From an optimization exercise on the open Yosys and OpenROAD flow, aimed at small area, a short achievable clock period and few clock cycles; shortcuts taken in it are not production practice. Only simulation tests tie the RTL to the original design; equivalence was not proved. Power and IR drop assume default switching activity.

==> flow/design.v, too long to show whole: its modules and the start of the top module <==
// module pmhf_engine: 1811 lines
module pmhf_engine (
    input  wire        clk,
    input  wire        rst,
    input  wire        req_valid,
    input  wire        req_write,
    input  wire [11:0] req_addr,
    input  wire [63:0] req_wdata,
    output reg  [63:0] rdata,
    output wire        irq
);
  // ...
==> flow/run.sh <==
#!/bin/bash
# synth_recipe.tcl (not shown) runs the flow's synth.tcl, then flattens the netlist and writes it again
# the make line also repeats each setting of config.mk as NAME=value (left out here)
make -C /OpenROAD-flow-scripts/flow DESIGN_CONFIG=/design/flow/config.mk WORK_HOME=/design/flow/orfs CLKGATE_MAP_FILE= SYNTH_SCRIPT=/design/flow/synth_recipe.tcl finish
==> flow/config.mk <==
export PLATFORM = sky130hd
export DESIGN_NAME = pmhf_engine
export DESIGN_NICKNAME = pmhf_engine
export VERILOG_FILES = /design/flow/design.v
export SDC_FILE = /design/flow/constraint.sdc
export NUM_CORES = 4
export LEC_CHECK = 0
export ABC_CLOCK_PERIOD_IN_PS = 7000
export CAP_MARGIN = 20
export CORE_MARGIN = 2
export CORE_UTILIZATION = 40
export PLACE_DENSITY = 0.6
export SETUP_SLACK_MARGIN = 5
export SLEW_MARGIN = 20
==> flow/constraint.sdc <==
create_clock -name core_clock -period 15.0 [get_ports {clk}]
set_input_delay 3.0000 -clock core_clock [delete_from_list [all_inputs] [get_ports {clk}]]
set_output_delay 3.0000 -clock core_clock [all_outputs]
set_load 0.01 [all_outputs]
==> flow_metrics.py, run 1 <==
metrics = {
    "cells_and_area": {
        "signal_buffers": 577,
        "nonClkBufAreaFrac_pct": 2.54,
        "n_all_inverters": 741,
        "seq_cells": 2691,
        "utilization_pct": 44.2,
        "n_clock_buffer": 426,
    },
    "clocking": {
        "insertion_delay_ns": 1.00,
        "cts.clk_slew.worst_paths_ns": 0.06,
        "cts_buffer_depth": 4,
        "numCtsBuffers": 314,
        "cts-htree-levels": 5,
    },
    "detailed_routing": {
        "wl_met1_um": 286000,
        "dr.first_iter.drc_count": 19562,
        "met2WireLength_um": 297000,
    },
    "timing": {
        "rsz0062_at_grt": "true",
        "tightest_slew_ns": 1.27,
        "holdWs_ns": 0.314,
        "drv_slew": 0,
    },
    "synthesis": {
        "netlist_area_um2": 175000,
        "synth_area_per_cell_um2": 8.97,
        "yosys.area.top_type": "edfxtp_1",
        "synth_ff_type": "edfxtp_1",
        "synth.distinct_cells": 124,
        "synth.mux.area_fraction_pct": 6.71,
    },
    "run_status": {
        "status": "timing/DRC/antenna clean",
    },
    "setup_path": {
        "rr_worst_depth": 28,
        "crit_cells": 28,
        "worst-path-buf-inv": 6,
        "required_ns": 15.83,
    },
    "die": {
        "nWellTaps": 5757,
    },
    "worst_hold_path": {
        "holdPathStages": 0,
    },
    "pwr": {
        "seq-power_uw": 7860,
    },
    "global_routing": {
        "antenna_found_initial": 25,
        "grt_pass1_vias": 142980,
    },
}
Testbench counts, summed over its fixed seeds: cycles 6,994.
==> run 2, diff against run 1 <==
--- a/flow/design.v
+++ b/flow/design.v
@@ -8,17 +8,17 @@
     output reg  [63:0] rdata,
     output wire        irq
 );
   localparam integer W     = 16;
   localparam integer B     = 32;
   localparam integer N_MAX = 32;
   localparam integer L_MAX = 4;
   localparam [63:0] ID_VALUE = 64'h0000_0004_2010_0001;
-  localparam [29:0] HA       = 30'd845897321;
+  localparam [31:0] HA       = 32'd845897321;
   localparam [63:0] HC       = 64'h9E37_79B9_7F4A_7C15;
   localparam [63:0] HBC      = 64'h9e37_79b9_8c44_45a6;
   localparam [11:0] A_ID      = 12'h000;
   localparam [11:0] A_NMAX    = 12'h008;
   localparam [11:0] A_CMD     = 12'h010;
   localparam [11:0] A_STATUS  = 12'h018;
   localparam [11:0] A_INTEN   = 12'h020;
   localparam [11:0] A_OPA     = 12'h028;
@@ -1211,16 +1211,216 @@
       n[156] = (n[146] & n[147]) | (n[146] & n[139]) | (n[147] & n[139]);
       n[157] = n[156] ^ n[148] ^ n[149];
       n[158] = (n[156] & n[148]) | (n[156] & n[149]) | (n[148] & n[149]);
       ra = {1'b0, 1'b0, n[158], n[157], n[154], n[152], n[151], n[141], n[123], n[95]};
       rb = {1'b0, 1'b0, n[150], 1'b0, n[155], n[153], 1'b0, 1'b0, n[101], n[61]};
       rsum2 = ra + rb;
     end
   endfunction
+  function [63:0] add64;
+    input [63:0] x, y;
+    reg   [63:0] g, p, p0;
+    begin
+      g = x & y; p0 = x ^ y; p = p0;
+      g[1] = g[1] | (p[1] & g[0]); p[1] = p[1] & p[0];
+      g[3] = g[3] | (p[3] & g[2]); p[3] = p[3] & p[2];
+      g[5] = g[5] | (p[5] & g[4]); p[5] = p[5] & p[4];
+      g[7] = g[7] | (p[7] & g[6]); p[7] = p[7] & p[6];
+      g[9] = g[9] | (p[9] & g[8]); p[9] = p[9] & p[8];
+      g[11] = g[11] | (p[11] & g[10]); p[11] = p[11] & p[10];
+      g[13] = g[13] | (p[13] & g[12]); p[13] = p[13] & p[12];
+      g[15] = g[15] | (p[15] & g[14]); p[15] = p[15] & p[14];
+      g[17] = g[17] | (p[17] & g[16]); p[17] = p[17] & p[16];
+      g[19] = g[19] | (p[19] & g[18]); p[19] = p[19] & p[18];
+      g[21] = g[21] | (p[21] & g[20]); p[21] = p[21] & p[20];
+      g[23] = g[23] | (p[23] & g[22]); p[23] = p[23] & p[22];
+      g[25] = g[25] | (p[25] & g[24]); p[25] = p[25] & p[24];
+      g[27] = g[27] | (p[27] & g[26]); p[27] = p[27] & p[26];
+      g[29] = g[29] | (p[29] & g[28]); p[29] = p[29] & p[28];
+      g[31] = g[31] | (p[31] & g[30]); p[31] = p[31] & p[30];
+      g[33] = g[33] | (p[33] & g[32]); p[33] = p[33] & p[32];
+      g[35] = g[35] | (p[35] & g[34]); p[35] = p[35] & p[34];
+      g[37] = g[37] | (p[37] & g[36]); p[37] = p[37] & p[36];
+      g[39] = g[39] | (p[39] & g[38]); p[39] = p[39] & p[38];
+      g[41] = g[41] | (p[41] & g[40]); p[41] = p[41] & p[40];
+      g[43] = g[43] | (p[43] & g[42]); p[43] = p[43] & p[42];
+      g[45] = g[45] | (p[45] & g[44]); p[45] = p[45] & p[44];
+      g[47] = g[47] | (p[47] & g[46]); p[47] = p[47] & p[46];
+      g[49] = g[49] | (p[49] & g[48]); p[49] = p[49] & p[48];
+      g[51] = g[51] | (p[51] & g[50]); p[51] = p[51] & p[50];
+      g[53] = g[53] | (p[53] & g[52]); p[53] = p[53] & p[52];
+      g[55] = g[55] | (p[55] & g[54]); p[55] = p[55] & p[54];
+      g[57] = g[57] | (p[57] & g[56]); p[57] = p[57] & p[56];
+      g[59] = g[59] | (p[59] & g[58]); p[59] = p[59] & p[58];
+      g[61] = g[61] | (p[61] & g[60]); p[61] = p[61] & p[60];
+      g[63] = g[63] | (p[63] & g[62]); p[63] = p[63] & p[62];
+      g[2] = g[2] | (p[2] & g[1]); p[2] = p[2] & p[1];
+      g[3] = g[3] | (p[3] & g[1]); p[3] = p[3] & p[1];
+      g[6] = g[6] | (p[6] & g[5]); p[6] = p[6] & p[5];
+      g[7] = g[7] | (p[7] & g[5]); p[7] = p[7] & p[5];
+      g[10] = g[10] | (p[10] & g[9]); p[10] = p[10] & p[9];
+      g[11] = g[11] | (p[11] & g[9]); p[11] = p[11] & p[9];
+      g[14] = g[14] | (p[14] & g[13]); p[14] = p[14] & p[13];
+      g[15] = g[15] | (p[15] & g[13]); p[15] = p[15] & p[13];
+      g[18] = g[18] | (p[18] & g[17]); p[18] = p[18] & p[17];
+      g[19] = g[19] | (p[19] & g[17]); p[19] = p[19] & p[17];
+      g[22] = g[22] | (p[22] & g[21]); p[22] = p[22] & p[21];
+      g[23] = g[23] | (p[23] & g[21]); p[23] = p[23] & p[21];
+      g[26] = g[26] | (p[26] & g[25]); p[26] = p[26] & p[25];
+      g[27] = g[27] | (p[27] & g[25]); p[27] = p[27] & p[25];
+      g[30] = g[30] | (p[30] & g[29]); p[30] = p[30] & p[29];
+      g[31] = g[31] | (p[31] & g[29]); p[31] = p[31] & p[29];
+      g[34] = g[34] | (p[34] & g[33]); p[34] = p[34] & p[33];
+      g[35] = g[35] | (p[35] & g[33]); p[35] = p[35] & p[33];
+      g[38] = g[38] | (p[38] & g[37]); p[38] = p[38] & p[37];
+      g[39] = g[39] | (p[39] & g[37]); p[39] = p[39] & p[37];
+      g[42] = g[42] | (p[42] & g[41]); p[42] = p[42] & p[41];
+      g[43] = g[43] | (p[43] & g[41]); p[43] = p[43] & p[41];
+      g[46] = g[46] | (p[46] & g[45]); p[46] = p[46] & p[45];
+      g[47] = g[47] | (p[47] & g[45]); p[47] = p[47] & p[45];
+      g[50] = g[50] | (p[50] & g[49]); p[50] = p[50] & p[49];
+      g[51] = g[51] | (p[51] & g[49]); p[51] = p[51] & p[49];
+      g[54] = g[54] | (p[54] & g[53]); p[54] = p[54] & p[53];
+      g[55] = g[55] | (p[55] & g[53]); p[55] = p[55] & p[53];
+      g[58] = g[58] | (p[58] & g[57]); p[58] = p[58] & p[57];
+      g[59] = g[59] | (p[59] & g[57]); p[59] = p[59] & p[57];
+      g[62] = g[62] | (p[62] & g[61]); p[62] = p[62] & p[61];
+      g[63] = g[63] | (p[63] & g[61]); p[63] = p[63] & p[61];
+      g[4] = g[4] | (p[4] & g[3]); p[4] = p[4] & p[3];
+      g[5] = g[5] | (p[5] & g[3]); p[5] = p[5] & p[3];
+      g[6] = g[6] | (p[6] & g[3]); p[6] = p[6] & p[3];
+      g[7] = g[7] | (p[7] & g[3]); p[7] = p[7] & p[3];
+      g[12] = g[12] | (p[12] & g[11]); p[12] = p[12] & p[11];
+      g[13] = g[13] | (p[13] & g[11]); p[13] = p[13] & p[11];
+      g[14] = g[14] | (p[14] & g[11]); p[14] = p[14] & p[11];
+      g[15] = g[15] | (p[15] & g[11]); p[15] = p[15] & p[11];
+      g[20] = g[20] | (p[20] & g[19]); p[20] = p[20] & p[19];
+      g[21] = g[21] | (p[21] & g[19]); p[21] = p[21] & p[19];
+      g[22] = g[22] | (p[22] & g[19]); p[22] = p[22] & p[19];
+      g[23] = g[23] | (p[23] & g[19]); p[23] = p[23] & p[19];
+      g[28] = g[28] | (p[28] & g[27]); p[28] = p[28] & p[27];
+      g[29] = g[29] | (p[29] & g[27]); p[29] = p[29] & p[27];
+      g[30] = g[30] | (p[30] & g[27]); p[30] = p[30] & p[27];
+      g[31] = g[31] | (p[31] & g[27]); p[31] = p[31] & p[27];
+      g[36] = g[36] | (p[36] & g[35]); p[36] = p[36] & p[35];
+      g[37] = g[37] | (p[37] & g[35]); p[37] = p[37] & p[35];
+      g[38] = g[38] | (p[38] & g[35]); p[38] = p[38] & p[35];
+      g[39] = g[39] | (p[39] & g[35]); p[39] = p[39] & p[35];
+      g[44] = g[44] | (p[44] & g[43]); p[44] = p[44] & p[43];
+      g[45] = g[45] | (p[45] & g[43]); p[45] = p[45] & p[43];
+      g[46] = g[46] | (p[46] & g[43]); p[46] = p[46] & p[43];
+      g[47] = g[47] | (p[47] & g[43]); p[47] = p[47] & p[43];
+      g[52] = g[52] | (p[52] & g[51]); p[52] = p[52] & p[51];
+      g[53] = g[53] | (p[53] & g[51]); p[53] = p[53] & p[51];
+      g[54] = g[54] | (p[54] & g[51]); p[54] = p[54] & p[51];
+      g[55] = g[55] | (p[55] & g[51]); p[55] = p[55] & p[51];
+      g[60] = g[60] | (p[60] & g[59]); p[60] = p[60] & p[59];
+      g[61] = g[61] | (p[61] & g[59]); p[61] = p[61] & p[59];
+      g[62] = g[62] | (p[62] & g[59]); p[62] = p[62] & p[59];
+      g[63] = g[63] | (p[63] & g[59]); p[63] = p[63] & p[59];
+      g[8] = g[8] | (p[8] & g[7]); p[8] = p[8] & p[7];
+      g[9] = g[9] | (p[9] & g[7]); p[9] = p[9] & p[7];
+      g[10] = g[10] | (p[10] & g[7]); p[10] = p[10] & p[7];
+      g[11] = g[11] | (p[11] & g[7]); p[11] = p[11] & p[7];
+      g[12] = g[12] | (p[12] & g[7]); p[12] = p[12] & p[7];
+      g[13] = g[13] | (p[13] & g[7]); p[13] = p[13] & p[7];
+      g[14] = g[14] | (p[14] & g[7]); p[14] = p[14] & p[7];
+      g[15] = g[15] | (p[15] & g[7]); p[15] = p[15] & p[7];
+      g[24] = g[24] | (p[24] & g[23]); p[24] = p[24] & p[23];
+      g[25] = g[25] | (p[25] & g[23]); p[25] = p[25] & p[23];
+      g[26] = g[26] | (p[26] & g[23]); p[26] = p[26] & p[23];
+      g[27] = g[27] | (p[27] & g[23]); p[27] = p[27] & p[23];
+      g[28] = g[28] | (p[28] & g[23]); p[28] = p[28] & p[23];
+      g[29] = g[29] | (p[29] & g[23]); p[29] = p[29] & p[23];
+      g[30] = g[30] | (p[30] & g[23]); p[30] = p[30] & p[23];
+      g[31] = g[31] | (p[31] & g[23]); p[31] = p[31] & p[23];
+      g[40] = g[40] | (p[40] & g[39]); p[40] = p[40] & p[39];
+      g[41] = g[41] | (p[41] & g[39]); p[41] = p[41] & p[39];
+      g[42] = g[42] | (p[42] & g[39]); p[42] = p[42] & p[39];
+      g[43] = g[43] | (p[43] & g[39]); p[43] = p[43] & p[39];
+      g[44] = g[44] | (p[44] & g[39]); p[44] = p[44] & p[39];
+      g[45] = g[45] | (p[45] & g[39]); p[45] = p[45] & p[39];
+      g[46] = g[46] | (p[46] & g[39]); p[46] = p[46] & p[39];
+      g[47] = g[47] | (p[47] & g[39]); p[47] = p[47] & p[39];
+      g[56] = g[56] | (p[56] & g[55]); p[56] = p[56] & p[55];
+      g[57] = g[57] | (p[57] & g[55]); p[57] = p[57] & p[55];
+      g[58] = g[58] | (p[58] & g[55]); p[58] = p[58] & p[55];
+      g[59] = g[59] | (p[59] & g[55]); p[59] = p[59] & p[55];
+      g[60] = g[60] | (p[60] & g[55]); p[60] = p[60] & p[55];
+      g[61] = g[61] | (p[61] & g[55]); p[61] = p[61] & p[55];
+      g[62] = g[62] | (p[62] & g[55]); p[62] = p[62] & p[55];
+      g[63] = g[63] | (p[63] & g[55]); p[63] = p[63] & p[55];
+      g[16] = g[16] | (p[16] & g[15]); p[16] = p[16] & p[15];
+      g[17] = g[17] | (p[17] & g[15]); p[17] = p[17] & p[15];
+      g[18] = g[18] | (p[18] & g[15]); p[18] = p[18] & p[15];
+      g[19] = g[19] | (p[19] & g[15]); p[19] = p[19] & p[15];
+      g[20] = g[20] | (p[20] & g[15]); p[20] = p[20] & p[15];
+      g[21] = g[21] | (p[21] & g[15]); p[21] = p[21] & p[15];
+      g[22] = g[22] | (p[22] & g[15]); p[22] = p[22] & p[15];
+      g[23] = g[23] | (p[23] & g[15]); p[23] = p[23] & p[15];
+      g[24] = g[24] | (p[24] & g[15]); p[24] = p[24] & p[15];
+      g[25] = g[25] | (p[25] & g[15]); p[25] = p[25] & p[15];
+      g[26] = g[26] | (p[26] & g[15]); p[26] = p[26] & p[15];
+      g[27] = g[27] | (p[27] & g[15]); p[27] = p[27] & p[15];
+      g[28] = g[28] | (p[28] & g[15]); p[28] = p[28] & p[15];
+      g[29] = g[29] | (p[29] & g[15]); p[29] = p[29] & p[15];
+      g[30] = g[30] | (p[30] & g[15]); p[30] = p[30] & p[15];
+      g[31] = g[31] | (p[31] & g[15]); p[31] = p[31] & p[15];
+      g[48] = g[48] | (p[48] & g[47]); p[48] = p[48] & p[47];
+      g[49] = g[49] | (p[49] & g[47]); p[49] = p[49] & p[47];
+      g[50] = g[50] | (p[50] & g[47]); p[50] = p[50] & p[47];
+      g[51] = g[51] | (p[51] & g[47]); p[51] = p[51] & p[47];
+      g[52] = g[52] | (p[52] & g[47]); p[52] = p[52] & p[47];
+      g[53] = g[53] | (p[53] & g[47]); p[53] = p[53] & p[47];
+      g[54] = g[54] | (p[54] & g[47]); p[54] = p[54] & p[47];
+      g[55] = g[55] | (p[55] & g[47]); p[55] = p[55] & p[47];
+      g[56] = g[56] | (p[56] & g[47]); p[56] = p[56] & p[47];
+      g[57] = g[57] | (p[57] & g[47]); p[57] = p[57] & p[47];
+      g[58] = g[58] | (p[58] & g[47]); p[58] = p[58] & p[47];
+      g[59] = g[59] | (p[59] & g[47]); p[59] = p[59] & p[47];
+      g[60] = g[60] | (p[60] & g[47]); p[60] = p[60] & p[47];
+      g[61] = g[61] | (p[61] & g[47]); p[61] = p[61] & p[47];
+      g[62] = g[62] | (p[62] & g[47]); p[62] = p[62] & p[47];
+      g[63] = g[63] | (p[63] & g[47]); p[63] = p[63] & p[47];
+      g[32] = g[32] | (p[32] & g[31]); p[32] = p[32] & p[31];
+      g[33] = g[33] | (p[33] & g[31]); p[33] = p[33] & p[31];
+      g[34] = g[34] | (p[34] & g[31]); p[34] = p[34] & p[31];
+      g[35] = g[35] | (p[35] & g[31]); p[35] = p[35] & p[31];
+      g[36] = g[36] | (p[36] & g[31]); p[36] = p[36] & p[31];
+      g[37] = g[37] | (p[37] & g[31]); p[37] = p[37] & p[31];
+      g[38] = g[38] | (p[38] & g[31]); p[38] = p[38] & p[31];
+      g[39] = g[39] | (p[39] & g[31]); p[39] = p[39] & p[31];
+      g[40] = g[40] | (p[40] & g[31]); p[40] = p[40] & p[31];
+      g[41] = g[41] | (p[41] & g[31]); p[41] = p[41] & p[31];
+      g[42] = g[42] | (p[42] & g[31]); p[42] = p[42] & p[31];
+      g[43] = g[43] | (p[43] & g[31]); p[43] = p[43] & p[31];
+      g[44] = g[44] | (p[44] & g[31]); p[44] = p[44] & p[31];
+      g[45] = g[45] | (p[45] & g[31]); p[45] = p[45] & p[31];
+      g[46] = g[46] | (p[46] & g[31]); p[46] = p[46] & p[31];
+      g[47] = g[47] | (p[47] & g[31]); p[47] = p[47] & p[31];
+      g[48] = g[48] | (p[48] & g[31]); p[48] = p[48] & p[31];
+      g[49] = g[49] | (p[49] & g[31]); p[49] = p[49] & p[31];
+      g[50] = g[50] | (p[50] & g[31]); p[50] = p[50] & p[31];
+      g[51] = g[51] | (p[51] & g[31]); p[51] = p[51] & p[31];
+      g[52] = g[52] | (p[52] & g[31]); p[52] = p[52] & p[31];
+      g[53] = g[53] | (p[53] & g[31]); p[53] = p[53] & p[31];
+      g[54] = g[54] | (p[54] & g[31]); p[54] = p[54] & p[31];
+      g[55] = g[55] | (p[55] & g[31]); p[55] = p[55] & p[31];
+      g[56] = g[56] | (p[56] & g[31]); p[56] = p[56] & p[31];
+      g[57] = g[57] | (p[57] & g[31]); p[57] = p[57] & p[31];
+      g[58] = g[58] | (p[58] & g[31]); p[58] = p[58] & p[31];
+      g[59] = g[59] | (p[59] & g[31]); p[59] = p[59] & p[31];
+      g[60] = g[60] | (p[60] & g[31]); p[60] = p[60] & p[31];
+      g[61] = g[61] | (p[61] & g[31]); p[61] = p[61] & p[31];
+      g[62] = g[62] | (p[62] & g[31]); p[62] = p[62] & p[31];
+      g[63] = g[63] | (p[63] & g[31]); p[63] = p[63] & p[31];
+      add64 = p0 ^ {g[62:0], 1'b0};
+    end
+  endfunction
   reg        st_busy, st_done, st_result, st_err, st_cfg_valid, st_ovr;
   reg [3:0]  st_errcode, st_lastop;
   reg        inten;
   reg [63:0] opa, opb, cfg_size, cfg_seed, cfg_l;
   reg [63:0] cfg_delta [0:L_MAX-1];
   reg [6:0]  errdetail;
   reg [5:0]  act_n;
   reg [63:0] act_sd1, act_sd2;
@@ -1319,20 +1519,19 @@
     else                                      launch_err = E_NONE;
   end
   wire launch    = wr_cmd && !st_busy;
   wire launch_pt = launch && (launch_err == E_NONE) && (is_add || is_con);
   wire launch_ov = launch && (launch_err == E_NONE) && is_ovl;
   reg         r_v;   reg [1:0] r_j;   reg [W-1:0] r_pre;
   reg [9:0]   r_oa, r_ob;   reg [2:0] r_tag;
   reg         a2_v;  reg [1:0] a2_j;  reg [63:0] a2_va, a2_vb;
-  reg [9:0]   a2_oa, a2_ob; reg [2:0] a2_tag;
-  reg         b_v;   reg [1:0] b_j;   reg [63:0] b_ha, b_hb;
-  reg [9:0]   b_oa, b_ob;   reg [2:0] b_tag;
+  reg [9:0]   a2_oa, a2_ob; reg [2:0] a2_tag; reg [3:0] a2_e;
   reg         c_v;   reg [1:0] c_j;   reg [63:0] c_x;  reg [9:0] c_gl;
+  reg [3:0]   c_mi, c_w, d_mi, d_ew;
   reg [9:0]   c_oa, c_ob;   reg [2:0] c_tag;
   reg         d_v;   reg [1:0] d_j;   reg [10:0] d_s;
   reg [9:0]   d_qla, d_qlb; reg [2:0] d_tag;
   reg         e_v;   reg [1:0] e_j;   reg [9:0] e_qa;  reg [9:0] e_qb;
   reg [2:0]   e_tag;
   reg [1:0]  sq_j;
   reg [1:0]  sq_ph;
   reg        sq_first;
@@ -1434,102 +1633,113 @@
       ov_nph  = r_last ? (av2 ? 2'd3 : 2'd0) : (av2 ? 2'd2 : 2'd3);
       ov_nfirst = r_last;
     end else begin
       ov_v = 1'b0;
     end
   end
   wire        spec   = !r_v;
   wire        spec_go = launch_pt && spec;
-  wire [1:0]  pj     = idle_now ? 2'd1 : sq_j;
+  wire [1:0]  pj     = idle_now ? (is_ovl ? top_j : 2'd1) : sq_j;
   wire [3:0]  p_w    = lay_w[pj];
   wire [9:0]  p_wm   = (10'd1 << p_w) - 10'd1;
   wire [W-1:0] pt_pre = k_lo >> lay_ps[pj];
   wire [W-1:0] pt_blk = k_lo >> lay_s[pj];
   wire [9:0]  pt_off = pt_blk[9:0] & p_wm;
   wire [W-1:0] sp_src = wr_opa ? req_wdata[W-1:0] : opa[W-1:0];
   wire [9:0]  sp_wm  = (10'd1 << lay_w[0]) - 10'd1;
   wire [W-1:0] sp_pre = sp_src >> lay_w[0];
   wire [9:0]  sp_off = sp_src[9:0] & sp_wm;
   wire        pt_busy = (mode == M_ADD || mode == M_CON);
-  wire        i_v    = idle_now ? (launch_pt && (!spec || act_l != 3'd1)) :
+  wire        i_v    = idle_now ? ((launch_pt && (!spec || act_l != 3'd1)) || launch_ov) :
                        (sq_run && (pt_busy || ov_v));
   function [63:0] hash_a1;
     input [W-1:0] x;
     input [63:0]  sp;
     reg   [16:0]  lo;
     reg   [63:0]  v;
     begin
       lo = {1'b0, sp[15:0] ^ x} + {1'b0, HC[15:0]};
       v  = {sp[63:16] + {47'd0, lo[16]}, lo[15:0]};
       v  = v ^ (v >> 29);
-      hash_a1 = v + (v << 23);
+      hash_a1 = add64(v, v << 23);
     end
   endfunction
   function [63:0] hash_a2;
     input [63:0] v3;
     reg   [63:0] v;
     begin
       v = v3 ^ (v3 >> 31);
-      v = v + (v << 17);
+      v = add64(v, v << 17);
       hash_a2 = v ^ (v >> 33);
     end
   endfunction
   wire [63:0] a1_va = hash_a1(r_pre, act_sd1);
   wire [63:0] a1_vb = hash_a1(r_pre, act_sd2);
   wire [63:0] a2_ha = hash_a2(a2_va);
   wire [63:0] a2_hb = hash_a2(a2_vb);
-  wire [63:0] gb1  = b_j[0] ? b_hb : 64'd0;
-  wire [63:0] gb2  = b_j[1] ? {b_hb[62:0], 1'b0} : 64'd0;
-  wire [63:0] gsq  = {60'd0, b_j[1] & b_j[0], b_j[1] & ~b_j[0], 1'b0, b_j[0]};
-  wire [63:0] cs1_s = b_ha ^ gb1 ^ gb2;
-  wire [63:0] cs1_c = {(b_ha[62:0] & gb1[62:0]) | (b_ha[62:0] & gb2[62:0]) |
+  wire        cf_run = (mode == M_CFG) && !cfg_chk;
+  wire [63:0] cf_a   = (mcnt == 5'd31) ? act_sd2 :
+                       (mcnt == 5'd30) ? act_sd1 : {act_sd2[62:0], 1'b0};
+  wire [63:0] cf_b   = (mcnt == 5'd31) ? HBC :
+                       (mcnt == 5'd30) ? {HC[63:16], 16'd0} :
+                       (HA[mcnt] ? act_sd1 : 64'd0);
+  wire [63:0] g_a  = cf_run ? cf_a : a2_ha;
+  wire [63:0] g_b  = cf_run ? cf_b : a2_hb;
+  wire [1:0]  g_j  = cf_run ? 2'd1 : a2_j;
+  wire [63:0] gb1  = g_j[0] ? g_b : 64'd0;
+  wire [63:0] gb2  = g_j[1] ? {g_b[62:0], 1'b0} : 64'd0;
+  wire [63:0] gsq  = cf_run ? 64'd0 :
+                     {60'd0, a2_j[1] & a2_j[0], a2_j[1] & ~a2_j[0], 1'b0, a2_j[0]};
+  wire [63:0] cs1_s = g_a ^ gb1 ^ gb2;
+  wire [63:0] cs1_c = {(g_a[62:0] & gb1[62:0]) | (g_a[62:0] & gb2[62:0]) |
                        (gb1[62:0] & gb2[62:0]), 1'b0};
   wire [63:0] cs2_s = cs1_s ^ cs1_c ^ gsq;
   wire [63:0] cs2_c = {(cs1_s[62:0] & cs1_c[62:0]) | (cs1_s[62:0] & gsq[62:0]) |
                        (cs1_c[62:0] & gsq[62:0]), 1'b0};
-  wire [63:0] g_n  = cs2_s + cs2_c;
-  wire [3:0]  b_e  = lay_e[b_j];
+  wire [63:0] g_n  = add64(cs2_s, cs2_c);
+  wire [3:0]  b_e  = a2_e;
   wire [63:0] x_n  = g_n >> b_e;
   wire [9:0]  gl_n = g_n[9:0] & ((10'd1 << b_e) - 10'd1);
-  wire [319:0] c_wt = wtab(lay_mi[c_j]);
+  wire [319:0] c_wt = wtab(c_mi);
   wire [10:0] s_n  = rsum1(c_x, c_wt);
-  wire [3:0]  c_w  = lay_w[c_j];
   wire [9:0]  qla_n = (c_gl << c_w) | c_oa;
   wire [9:0]  qlb_n = (c_gl << c_w) | c_ob;
-  wire [319:0] d_wt = wtab(lay_mi[d_j]);
+  wire [319:0] d_wt = wtab(d_mi);
   wire [8:0]  d_s2 = rsum2(d_s, d_wt[54:0]);
-  wire [8:0]  d_m  = {4'd0, lay_mi[d_j], 1'b1};
+  wire [8:0]  d_m  = {4'd0, d_mi, 1'b1};
   reg  [8:0]  d_mul [1:10];
   reg  [11:1] d_ge;
   reg  [4:0]  d_u;
   always @* begin
     for (jd = 1; jd <= 10; jd = jd + 1) begin
       d_mul[jd] = d_m * jd;
       d_ge[jd]  = (d_s2 >= d_mul[jd]);
     end
     d_ge[11] = 1'b0;
     d_u = d_ge[1] ? 5'd0 : d_s2[4:0];
     for (jd = 1; jd <= 10; jd = jd + 1)
       if (d_ge[jd] && !d_ge[jd + 1])
         d_u = d_u | (d_s2[4:0] - d_mul[jd][4:0]);
   end
-  wire [9:0]  d_uq = {5'd0, d_u} << lay_ew[d_j];
+  wire [9:0]  d_uq = {5'd0, d_u} << d_ew;
   wire [9:0]  qa_n = d_uq | d_qla;
   wire [9:0]  qb_n = d_uq | d_qlb;
   wire         e_one  = (e_qa[9:5] == e_qb[9:5]);
   wire [B-1:0] e_cell = cells[e_qa[9:5]];
   wire [B-1:0] e_mask = (32'hFFFF_FFFF << e_qa[4:0]) &
                         (32'hFFFF_FFFF >> (e_one ? (5'd31 - e_qb[4:0]) : 5'd0));
   reg  [N_MAX-1:0] e_any;
   always @* for (je = 0; je < N_MAX; je = je + 1) e_any[je] = |cells[je];
   wire [N_MAX-1:0] e_mid = (32'hFFFF_FFFE << e_qa[9:5]) &
                            (32'hFFFF_FFFF >> (5'd31 - e_qb[9:5]));
   wire         e_hit  = |(e_cell & e_mask) | |(e_any & e_mid);
   reg         cb_con, cb_top;
+  reg         top_same;     
+  reg [3:0]   bhi_e;
   reg [3:0]   cb_mlo, cb_mhi, cb_blo, cb_bhi;
   reg         nx_con, nx_top;
   reg [3:0]   nx_mlo, nx_mhi, nx_blo, nx_bhi;
   reg         ov_res;
   always @* begin
     nx_con = cb_con; nx_top = cb_top;
     nx_mlo = cb_mlo; nx_mhi = cb_mhi; nx_blo = cb_blo; nx_bhi = cb_bhi;
     if (e_v) begin
@@ -1539,25 +1749,27 @@
         T_BHI: nx_bhi[e_j] = e_hit;
         T_BLH: begin nx_blo[e_j] = e_hit; nx_bhi[e_j] = e_hit; end
         T_RLO: nx_mlo[e_j] = cb_mlo[e_j] | e_hit;
         T_RHI: nx_mhi[e_j] = cb_mhi[e_j] | e_hit;
         T_TOP: nx_top = cb_top | e_hit;
         default: ;
       endcase
     end
+    bhi_e = nx_bhi;
+    if (top_same) bhi_e[top_j] = nx_blo[top_j];
     ov_res = nx_top |
              (nx_mlo[0] & nx_blo[1] & nx_blo[2] & nx_blo[3]) |
              (nx_mlo[1] & nx_blo[2] & nx_blo[3]) |
              (nx_mlo[2] & nx_blo[3]) |
-             (nx_mhi[0] & nx_bhi[1] & nx_bhi[2] & nx_bhi[3]) |
-             (nx_mhi[1] & nx_bhi[2] & nx_bhi[3]) |
-             (nx_mhi[2] & nx_bhi[3]);
+             (nx_mhi[0] & bhi_e[1] & bhi_e[2] & bhi_e[3]) |
+             (nx_mhi[1] & bhi_e[2] & bhi_e[3]) |
+             (nx_mhi[2] & bhi_e[3]);
   end
-  wire probes_done = !sq_run && !r_v && !a2_v && !b_v && !c_v && !d_v;
+  wire probes_done = !sq_run && !r_v && !a2_v && !c_v && !d_v;
   wire con_done = probes_done || (e_v && e_tag == T_PT && !e_hit);
   wire ovl_done = probes_done || ov_res;
   wire q_done   = st_busy && ((mode == M_CON && con_done) ||
                               (mode == M_OVL && ovl_done));
   reg [10:0] cf_m  [0:L_MAX-1];
   reg [3:0]  cf_e  [0:L_MAX-1];
   reg [10:0] cf_mo [0:L_MAX-1];
   integer jc, t;
@@ -1568,49 +1780,50 @@
       for (t = 10; t >= 0; t = t - 1)
         if (cf_m[jc][t]) cf_e[jc] = t;
       cf_mo[jc] = cf_m[jc] >> cf_e[jc];
     end
   end
   wire cfg_install = (mode == M_CFG) && cfg_chk && (v_det == 7'd0);
   always @(posedge clk) begin
     if (idle_now) begin
-      if (spec_go) begin
-        r_j <= 2'd1; r_pre <= pt_pre; r_oa <= pt_off; r_ob <= pt_off;
+      if (spec_go || launch_ov) begin
+        r_j <= pj; r_pre <= pt_pre; r_oa <= pt_off; r_ob <= pt_off;
       end else begin
         r_j <= 2'd0; r_pre <= sp_pre; r_oa <= sp_off; r_ob <= sp_off;
       end
-      r_tag <= is_add ? T_ADD : T_PT;
+      r_tag <= is_ovl ? T_BLO : (is_add ? T_ADD : T_PT);
     end else if (pt_busy) begin
       r_j <= sq_j; r_pre <= pt_pre; r_oa <= pt_off; r_ob <= pt_off;
       r_tag <= (mode == M_ADD) ? T_ADD : T_PT;
     end else begin
       r_j <= sq_j; r_pre <= ov_pre; r_oa <= ov_oa; r_ob <= ov_ob;
       r_tag <= ov_tag;
     end
     a2_j <= r_j; a2_va <= a1_va; a2_vb <= a1_vb; a2_oa <= r_oa; a2_ob <= r_ob;
     a2_tag <= spec_go ? (is_add ? T_ADD : T_PT) : r_tag;
-    b_j <= a2_j; b_ha <= a2_ha; b_hb <= a2_hb; b_oa <= a2_oa; b_ob <= a2_ob; b_tag <= a2_tag;
-    c_j <= b_j; c_x <= x_n; c_gl <= gl_n; c_oa <= b_oa; c_ob <= b_ob; c_tag <= b_tag;
+    a2_e <= lay_e[r_j];
+    c_mi <= lay_mi[a2_j]; c_w <= lay_w[a2_j]; d_mi <= c_mi; d_ew <= lay_ew[c_j];
+    c_j <= a2_j; c_x <= x_n; c_gl <= gl_n; c_oa <= a2_oa; c_ob <= a2_ob; c_tag <= a2_tag;
     d_j <= c_j; d_s <= s_n; d_qla <= qla_n; d_qlb <= qlb_n; d_tag <= c_tag;
     e_j <= d_j; e_qa <= qa_n; e_qb <= qb_n; e_tag <= d_tag;
     if (rst || cfg_install || q_done) begin
-      r_v <= 1'b0; a2_v <= 1'b0; b_v <= 1'b0; c_v <= 1'b0; d_v <= 1'b0; e_v <= 1'b0;
+      r_v <= 1'b0; a2_v <= 1'b0; c_v <= 1'b0; d_v <= 1'b0; e_v <= 1'b0;
     end else begin
-      r_v <= i_v; a2_v <= r_v | spec_go; b_v <= a2_v; c_v <= b_v; d_v <= c_v; e_v <= d_v;
+      r_v <= i_v; a2_v <= r_v | spec_go; c_v <= a2_v; d_v <= c_v; e_v <= d_v;
     end
   end
+  wire             cl_keep = !(cfg_install && !rst);
+  wire             add_set = e_v && (e_tag == T_ADD) && !rst;
+  wire [N_MAX-1:0] set_row = add_set ? ({{(N_MAX-1){1'b0}}, 1'b1} << e_qa[9:5]) :
+                                        {N_MAX{1'b0}};
+  wire [B-1:0]     set_col = {{(B-1){1'b0}}, 1'b1} << e_qa[4:0];
   always @(posedge clk) begin
-    if (!rst) begin
-      if (cfg_install) begin
-        for (j = 0; j < N_MAX; j = j + 1) cells[j] <= {B{1'b0}};
-      end else if (e_v && e_tag == T_ADD) begin
-        cells[e_qa[9:5]][e_qa[4:0]] <= 1'b1;
-      end
-    end
+    for (j = 0; j < N_MAX; j = j + 1)
+      cells[j] <= (cells[j] & {B{cl_keep}}) | ({B{set_row[j]}} & set_col);
   end
   task complete_ok;
     input r;
     begin
       st_busy    <= 1'b0;
       st_done    <= 1'b1;
       st_result  <= r;
       st_err     <= 1'b0;
@@ -1660,17 +1873,17 @@
       cfg_seed     <= 64'd0;
       cfg_l        <= 64'd0;
       for (j = 0; j < L_MAX; j = j + 1) cfg_delta[j] <= 64'd0;
       errdetail    <= 7'd0;
       act_n        <= 6'd0;
       mode         <= M_IDLE;
       sq_run       <= 1'b0;
     end else begin
-      if (rd) rdata <= rd_value;
+      rdata <= rd_value;    
       if (wr) begin
         case (req_addr)
           A_INTEN: inten    <= req_wdata[0];
           A_OPA:   opa      <= req_wdata;
           A_OPB:   opb      <= req_wdata;
           A_SIZE:  cfg_size <= req_wdata;
           A_SEED:  cfg_seed <= req_wdata;
           A_L:     cfg_l    <= req_wdata;
@@ -1709,17 +1922,18 @@
         if (launch_pt) begin
           sq_run <= spec ? (act_l > 3'd2) : (act_l != 3'd1);
         end else if (launch_ov) begin
           sq_run   <= 1'b1;
         end
       end
       if (idle_now) begin
         sq_j     <= launch_pt ? (spec ? 2'd2 : 2'd1) : top_j;
-        sq_ph    <= 2'd0;
+        sq_ph    <= launch_ov ? 2'd1 : 2'd0;
+        top_same <= su_same;
         sq_first <= 1'b1;
         load_layer;
       end
       if (st_busy && sq_run) begin
         if (pt_busy) begin
           sq_j <= sq_j + 2'd1;
           if ({1'b0, sq_j} == act_l - 3'd1) sq_run <= 1'b0;
         end else begin
@@ -1780,22 +1994,21 @@
                            {1'b0, cfg_delta[2][3:0]};
               lay_ps[0] <= cfg_delta[0][3:0] - 4'd1;
               lay_ps[1] <= cfg_delta[0][3:0] + cfg_delta[1][3:0] - 4'd1;
               lay_ps[2] <= cfg_delta[0][3:0] + cfg_delta[1][3:0] +
                            cfg_delta[2][3:0] - 4'd1;
               lay_ps[3] <= cfg_delta[0][3:0] + cfg_delta[1][3:0] +
                            cfg_delta[2][3:0] + cfg_delta[3][3:0] - 4'd1;
             end
-          end else if (mcnt != 5'd31) begin
-            act_sd2 <= {act_sd2[62:0], 1'b0} + (HA[mcnt] ? act_sd1 : 64'd0);
+          end else if (mcnt != 5'd30) begin
+            act_sd2 <= g_n;              
             mcnt    <= mcnt - 5'd1;
           end else begin
-            act_sd2 <= act_sd2 + HBC;
-            act_sd1[63:16] <= act_sd1[63:16] + HC[63:16];
+            act_sd1 <= g_n;              
             for (j = 0; j < L_MAX; j = j + 1) begin
               lay_e[j]  <= cf_e[j];
               lay_ew[j] <= cf_e[j] + lay_w[j];
               lay_mi[j] <= cf_mo[j][4:1];
             end
             act_n        <= lat_n;
             st_cfg_valid <= 1'b1;
             complete_ok(1'b0);
==> run 2 against run 1 <==
Against the previous run: sequential cell count decreased by 133; sequential power decreased by 9.8%; highest routed layer unchanged; critical path type unchanged; critical path depth increased by 8; synthesized area decreased by 11%; synthesized cell count decreased by 9.6%; clock power increased by 2%; first-iteration DRC count increased by 11%; sequential share of layout area decreased by 3.7 points; register-to-register slack got worse by 0.15 ns; worst setup slack got worse by 0.15 ns.
==> flow_metrics.py, run 2 <==
metrics = {
    "setup_path": {
        "critical_path_class": "reg -> reg",
        "r2r-start": "cfg_l[55]$_SDFFE_PP0P_",
        "startpoint": "cfg_l[55]$_SDFFE_PP0P_",
        "rr_worst_depth": 36,
        "required_ns": 15.84,
        "rr_endpoint": "cells[22][2]$_DFF_P_",
        "cpLargestDelayFamily": "simple AND/OR/NAND/NOR gates",
        "worstSetupEndpointType": "flop",
        "crit_end": "cells[22][2]$_DFF_P_",
        "crit_cells": 36,
        "critPathSlowestCell": "nor4_1",
        "critical_path.max_fanout": 199,
        "start_kind": "flop",
        "slowest_delay_ns": 0.56,
        "cp.arrival_ns": 10.77,
        "worst-path-buf-inv": 5,
        "rrSetupSlack_ns": 5.07,
    },
    "cells_and_area": {
        "layout_common_cells": "2313 x nand2_1, 2058 x dfxtp_1, 1322 x a21oi_1, 1074 x a22o_1, 896 x nor2_1",
        "n_fill_cell": 37965,
        "utilization_pct": 45.2,
        "largest_reg_flops": 1024,
        "drive_gt1_share_pct": 9.99,
        "fin_nets": 18531,
        "seqCellArea_um2": 56100,
        "area_growth_pct": 12.5,
        "reg.largest.list": "cells: 1024 flops, cfg_delta: 256 flops",
        "design_area_um2": 175000,
        "final_common_cell": "nand2_1",
        "multi_input_area_um2": 93900,
        "largest-register": "cells",
        "stdcell_count": 22839,
    },
    "detailed_routing": {
        "wl_per_cell_um": 33.3,
        "vias": 148190,
        "postRouteAntennaNets": 0,
        "wl_um": 761000,
        "drcViolationCount": 0,
        "dr.first_iter.drc_count": 21778,
        "dr.pass1.iters": 10,
        "vias_per_cell": 6.49,
    },
    "synthesis": {
        "yosysWarnings": 14,
        "synth_top_family_by_area": "compound AO/OA/AOI/OAI gates",
        "netlist_area_um2": 156000,
        "yosys.area.top_type": "dfxtp_1",
        "synth-simple-area-share_pct": 17.2,
        "async_flop_share_pct": 0,
        "synth_area_per_cell_um2": 8.82,
        "synth_area_leaders": "dfxtp_1 27%, edfxtp_1 9.3%, a22o_1 6.0%, nand2_1 5.6%, ha_1 5.4%",
        "synth-seq-cells": 2558,
        "synth_commonest_cells": "2322 x nand2_1, 2075 x dfxtp_1, 1333 x a21oi_1, 1089 x clkbuf_1, 1074 x a22o_1",
        "yosysMostFrequentCell": "nand2_1",
        "synth_xor_xnor_area_share_pct": 4.10,
        "synth_edf_count": 483,
        "synth_ff_type": "dfxtp_1",
        "synth.distinct_cells": 120,
        "synth-compound-area-share_pct": 21.8,
        "yosys.area.top_type_share_pct": 26.6,
        "syn_nets": 18847,
        "seq_area_frac_synth_pct": 35.9,
        "synth.mux.area_fraction_pct": 5.22,
        "synth_fa_ha_area_share_pct": 10.7,
        "postSynthCellCount": 17683,
    },
    "place": {
        "gp_congestion": 1.06,
        "place_hpwl_um": 561000,
        "dp.cells": 22189,
        "detailed_place.area_um2": 163000,
        "io_buffers": 144,
    },
    "clocking": {
        "cts-htree-levels": 5,
        "cts_buffer_depth": 4,
        "numCtsBuffers": 301,
        "cts_num_sinks": 2558,
        "cts_root_buffer": "clkbuf_16",
        "insertion_delay_ns": 0.98,
        "cts.clk_slew.worst_paths_ns": 0.06,
        "cts_tree": "built",
        "cts_hold_buf": 0,
    },
    "run_status": {
        "status": "timing/DRC/antenna clean",
    },
    "timing": {
        "tightest_slew_ns": 1.40,
        "period_minus_slack_ns": 9.93,
        "hold_viol_final": 0,
        "rsz0062_at_grt": "true",
        "relSlewSlack_pct": 5.92,
        "fin_tns_setup_ns": 0,
        "holdWs_ns": 0.288,
        "setup_viol": 0,
        "drv_slew": 0,
        "skew_ns": 0.117,
        "period_share_pct": 66.2,
        "fmax_mhz": 101,
    },
    "die": {
        "initial_core_util_pct": 40.1,
        "dieWidth_um": 628,
        "pin_count": 145,
        "fp.coreArea_um2": 389000,
        "fp.dieH_um": 628,
        "num_rows": 229,
        "die-area_um2": 395000,
    },
    "pwr": {
        "internal_power_uw": 12100,
        "p_seq_share_pct": 41.6,
        "power_frac_clock_pct": 45.7,
        "p_switching_uw": 4940,
        "ir_drop_mv": 0.106,
        "p_per_area_nw_per_um2": 97.1,
        "combPwrFrac_pct": 12.7,
        "swShare_pct": 29.0,
        "leakagePower_uw": 0.0686,
    },
    "worst_hold_path": {
        "hold_class": "reg -> reg",
    },
    "flow_run": {
        "maxCapViolations": 0,
    },
    "global_routing": {
        "grt_pass1_vias": 136341,
        "grt_pass1_wl_um": 1050000,
        "global_route.usage.total_pct": 36.6,
        "overflow": 0,
        "grt_max_degree": 193,
        "antenna_found_initial": 60,
    },
}
-- run 2: cell types whose count changed after synthesis, moves of 148 or more --
cell / before / now
and2_1: 315 / 133
a22o_1: 57 / 1074
o21ai_0: 1657 / 643
a21oi_1: 1481 / 1333
edfxtp_1: 1506 / 483
a22oi_1: 153 / 329
dfxtp_1: 1185 / 2075
mux2i_1: 695 / 490
nor2_1: 2043 / 960
-- run 2: worst reg2reg max path, delay by kind of cell, from the launching register on --
family / cells / cell delay [ns]
compound gates: 8 / 2.00
xor+xnor: 2 / 0.37
fa+ha+maj: 4 / 1.34
buf+inv: 5 / 2.07
flops: 1 / 0.32
mux: 2 / 0.24
simple gates: 15 / 3.44
-- run 2: repair_timing --
item                                    4_1_cts  5_1_grt
cloned                                        1        7
pin swaps                                     5       24
endpoints found under the setup margin     1214     1016
gates resized for setup                      68      160
setup buffers                                18       44
-- run 2: final cells by class --
cell class / count / share of cell area [%]
repair buffers: 678 / 3.29
diodes: 34 / 0.0485
well taps: 5197 / 3.71
clock inverters: 125 / 0.927
inverters: 736 / 1.58
multi-input cells: 13092 / 53.5
flip-flops and latches: 2558 / 32.0
clock buffers: 419 / 4.94
-- run 2: layer usage --
layer	GRT usage, %	wire (µm)
met1	48.8	301000
met2	53.0	315000
met3	9.79	90900
met4	21.3	53400
met5	0	222
-- run 2: per-stage QoR --
step | setup WS, ns | total power [µW]
floorplan | 5.05 | 8260
global placement | 2.92 | 9250
detailed placement | 2.98 | 9250
CTS | 4.85 | 16900
global route | 4.82 | 17300
finish | 5.07 | 17000
-- run 2: power groups by stage --
stage	registers, µW	logic (µW)	clock network, µW
after floorplan	7180	1070	0
after global placement	7240	2010	0
after detailed placement	7240	2010	0
after CTS	7090	2020	7800
after global routing	7090	2150	8070
final	7090	2160	7790
-- run 2: worst min-delay path by stage --
stage | startpoint | end | slack (ns) | cells past startpoint
6_report | r_ob[5]$_DFF_P_ | a2_ob[5]$_DFF_P_ | 0.29 | 0
5_1_grt | a2_oa[3]$_DFF_P_ | c_oa[3]$_DFF_P_ | 0.30 | 0
4_1_cts | r_ob[5]$_DFF_P_ | a2_ob[5]$_DFF_P_ | 0.30 | 0
3_5_place_dp | r_ob[5]$_DFF_P_ | a2_ob[5]$_DFF_P_ | 0.31 | 0
3_3_place_gp | c_tag[1]$_DFF_P_ | d_tag[1]$_DFF_P_ | 0.31 | 0
2_1_floorplan | r_oa[0]$_DFF_P_ | a2_oa[0]$_DFF_P_ | 0.31 | 0
-- run 2: kinds of logic (layout without fill, tap and decap cells) --
family | count (synthesis) | after routing
AND/OR/NAND/NOR | 5658 | 5659
AO/OA/AOI/OAI | 4899 | 4899
flip-flops | 2558 | 2558
buffers and inverters | 2034 | 1958
adder cells (fa/ha/maj) | 1088 | 1088
XOR/XNOR | 723 | 723
multiplexers | 723 | 723
other | 0 | 34
Testbench counts of run 2, summed over its fixed seeds: cycles 6,476.

-- port drivers added, routing unchanged --
In the flow no input, the clock included, has a driving cell. The finished layouts below were timed again as built, in two steps.
Step 1: set_driving_cell puts a clkbuf_16 on clk and a buf_2 on each other input, an assumption about the parent block.
Step 2 moves the port delays by t, midway between the first and last clock arrival at a register: inputs arrive t later, outputs are due t later. That takes back most of the time a late clock gives input paths.
Three values: no drivers, after step 1, after step 2; two values: the first two.
| run | t, ns | setup WS [ns] | worst register clock-pin slew, ns |
|---|---|---|---|
| run 1 | 1.050 | 5.224 / 5.224 / 5.224 | 0.07 / 0.07 |
| run 2 | 1.034 | 5.070 / 5.070 / 5.070 | 0.07 / 0.07 |
After both steps setup and hold are still met in every run listed.
